Context: an optimization exercise on an open-source flow, tuned for small area, a short achievable clock period and few clock cycles. The choices shown serve that exercise and are no tape-out recipe. Function was checked by simulation only, so behaviour that the tests miss may differ from the original. Power figures rest on the tool's default switching activity, not on a simulated workload.

== v47 ==
## cnc_motion_core
module cnc_motion_core (
    input  wire        clk,
    input  wire        rst,
    input  wire        op_valid,
    output wire        op_ready,
    input  wire [1:0]  op_code,
    input  wire        op_offer,
    input  wire [8:0]  op_addr,
    input  wire [31:0] cmd_dx,
    input  wire [31:0] cmd_dy,
    input  wire [31:0] cmd_dz,
    input  wire [31:0] cmd_speed,
    output reg         rsp_valid,
    output wire        rsp_halted,
    output reg         rsp_consumed,
    output reg  [31:0] rsp_data,
    output wire [2:0]  step,
    output wire [2:0]  dir
);
Settings: LEC_CHECK=0, CAP_MARGIN=20, CORE_MARGIN=2, CORE_UTILIZATION=55, PLACE_DENSITY=0.75, SLEW_MARGIN=20; clock period 16.0 ns.
standard.sh (not shown) runs the stock make flow with config.mk's settings and CLKGATE_MAP_FILE= SYNTH_SCRIPT=/design/flow/synth_recipe.tcl, a recipe that flattens the netlist after the stock synthesis.
==> flow/flow/run.sh <==
#!/bin/bash
# The standard layout (the standard.sh, standard synthesis included),
# with ORFS's timing repair asked to aim for a larger setup slack than the
# default, so that it works on paths that already meet the clock.
set -euo pipefail
bash standard.sh 'BUFFER_PORTS_ARGS=-buffer_cell sky130_fd_sc_hd__buf_4' SETUP_SLACK_MARGIN=11 finish > flow_make.log 2>&1
Testbench counts of v47, summed over its fixed seeds: cycles 504,258.
What v48 does differently from v47 at the input level:
Settings: changing CORE_UTILIZATION from 55 to 45; changing PLACE_DENSITY from 0.75 to 0.65; setting ABC_AREA to 1 for the first time.
## What came out
Compared v48 against v47; hold slack within noise. Of v48 and v47, the run reporting the lower met3 usage in global routing was v48. Logic depth of the worst setup path including buffers for v48: 10 up relative to v47. Cell at the slowest stage of the critical path = o31ai_2: v48; cell at the slowest stage of the critical path = nor3_1: v47. Taking v47 as the reference point, the number of buffers other than clock buffers in the final layout of v48 falls by about 22%. Compared with v47, in v48 total power lower, register-to-register setup slack higher. v48 ended up with a lower wire length after detailed routing than v47 did. v48: share of cell area taken by flip-flops and latches is 0.76 points lower than what v47 reported. On clock skew, v48 tracks v47 almost exactly. Against v47 as the reference, v48 delivers a higher number of placed instances with taps included. The worst setup path startpoint comes out op_code[1] in one run and op_valid in the other, namely in v48 and v47 respectively. Lower buffer and inverter count on the worst path among v48 and v47: v47. v47 reports its timing endpoint of the critical path as rem[1][31] while v48 reports cnt[0][19].
diff inputs: v48 => v37
Settings: CTS_CLUSTER_SIZE now 30, previously not set; CTS_CLUSTER_DIAMETER now 80, previously not set; ABC_AREA no longer set, was 1.
Findings:
Static power due to leakage on v37 is down relative to v48. Wire length for v37: 2.5% up relative to v48. Higher non-clock inverter total of the final layout was reported by v48, not v37. compound AO/OA/AOI/OAI gates as the combinational family with the most area after synthesis was reported by v37, and simple AND/OR/NAND/NOR gates by v48. Taking v48 as the reference point, the synthesized cell count of v37 falls by 17%. Against v48, v37 reports a minimum setup slack in the final design that is higher.
Edits applied to the flow inputs when going from v37 to v58:
Settings: clearing CTS_CLUSTER_SIZE, which used to be 30; clearing CTS_CLUSTER_DIAMETER, which used to be 80.
==> comparison <==
As far as number of buffers on the longest clock path goes, v37 and v58 are indistinguishable; the numbers are identical. Measured against v37, the layout clock buffer count of v58 comes out at 2.4 times the reference value. Area growth from synthesis to final layout ended up 2.3 points higher on v58 than on v37. When v58 is measured against v37, its fraction of area in registers turns out 0.71 points lower. Between v58 and v37, the combined area of the multi-input logic cells figures differ only marginally.

* * *

cnc_motion_core, a different RTL version from the one above (not shown whole).
For scale: roughly 5300 cells after synthesis, about 730 flip-flops, about 190 I/O pins.
export LEC_CHECK = 0
export CAP_MARGIN = 20
export CORE_MARGIN = 2
export CORE_UTILIZATION = 30
export PLACE_DENSITY = 0.5
export SLEW_MARGIN = 20
create_clock -name core_clock -period 16.0 [get_ports {clk}]
==> flow/flow/run.sh <==
#!/bin/bash
# The standard layout (the standard.sh, standard synthesis included),
# with ORFS's timing repair asked to aim for a larger setup slack than the
# default, so that it works on paths that already meet the clock.
set -euo pipefail
bash standard.sh 'BUFFER_PORTS_ARGS=-buffer_cell sky130_fd_sc_hd__buf_4' SETUP_SLACK_MARGIN=11.5 finish > flow_make.log 2>&1
The starting point passed the timing, DRC and antenna checks.
Testbench counts at the start, summed over its fixed seeds: cycles 517,048.
Next try:
==> flow/flow/run.sh (replaced) <==
#!/bin/bash
# The standard layout (the standard.sh, standard synthesis included),
# with ORFS's timing repair asked to aim for a larger setup slack than the
# default, so that it works on paths that already meet the clock.
set -euo pipefail
bash standard.sh 'BUFFER_PORTS_ARGS=-buffer_cell sky130_fd_sc_hd__buf_4' SETUP_SLACK_MARGIN=11 finish > flow_make.log 2>&1
CORE_UTILIZATION = 45   (was 30)
PLACE_DENSITY = 0.65   (was 0.5)
Effect: Final area is lower by about 9%. Combinational power falls by 10%. Flip-flop and latch count is unchanged. Worst hold slack is worse by 0.0054 ns.
Next try:
CORE_UTILIZATION = 30   (was 45)
PLACE_DENSITY = 0.5   (was 0.65)
The new run produced a clean layout.
Wire length increases by 7.2%.
Sequential share of layout area goes down by 0.78 points.
Clock power goes up by 12%.
Fmax goes up by 0.37%.
Clock skew went up by 0.036 ns.
Worst setup slack is better by 0.019 ns.
Cell count went up by 10%.
First-iteration DRC count is lower by 11%.
Area after synthesis does not change.
Total power climbs by 2.2%.

==> what the ideal ports hide <==
In the flow no input, the clock included, has a driving cell. The finished layouts below were timed again as built, in two steps. Step 1, drivers: a clkbuf_16 drives clk and a buf_2 each remaining input, both assumed. Step 2 also shifts input and output timing later by t, the mid clock arrival at the registers, as if the neighbouring blocks saw the same clock. Slacks: ideal / step 1 / step 2; pairs: ideal / step 1.
run	t, ns	slack for setup (ns)	worst data-port slew with drivers (ns)
v47	0.733	10.907 / 10.949 / 10.216	0.06
v48	0.754	10.895 / 10.924 / 10.170	0.11
v37	0.754	10.980 / 10.980 / 10.230	0.14
v58	0.764	10.957 / 10.952 / 10.188	0.14
the first run of note 2	0.800	11.213 / 11.252 / 10.452	0.07
the second run of note 2	0.764	10.985 / 11.025 / 10.261	0.06
the third run of note 2	0.785	11.004 / 11.052 / 10.267	0.06
After both steps setup and hold are still met in every run listed. The setup slack of v58, which loses most, moves by -0.005 ns with the drivers and by -0.769 ns with both steps.
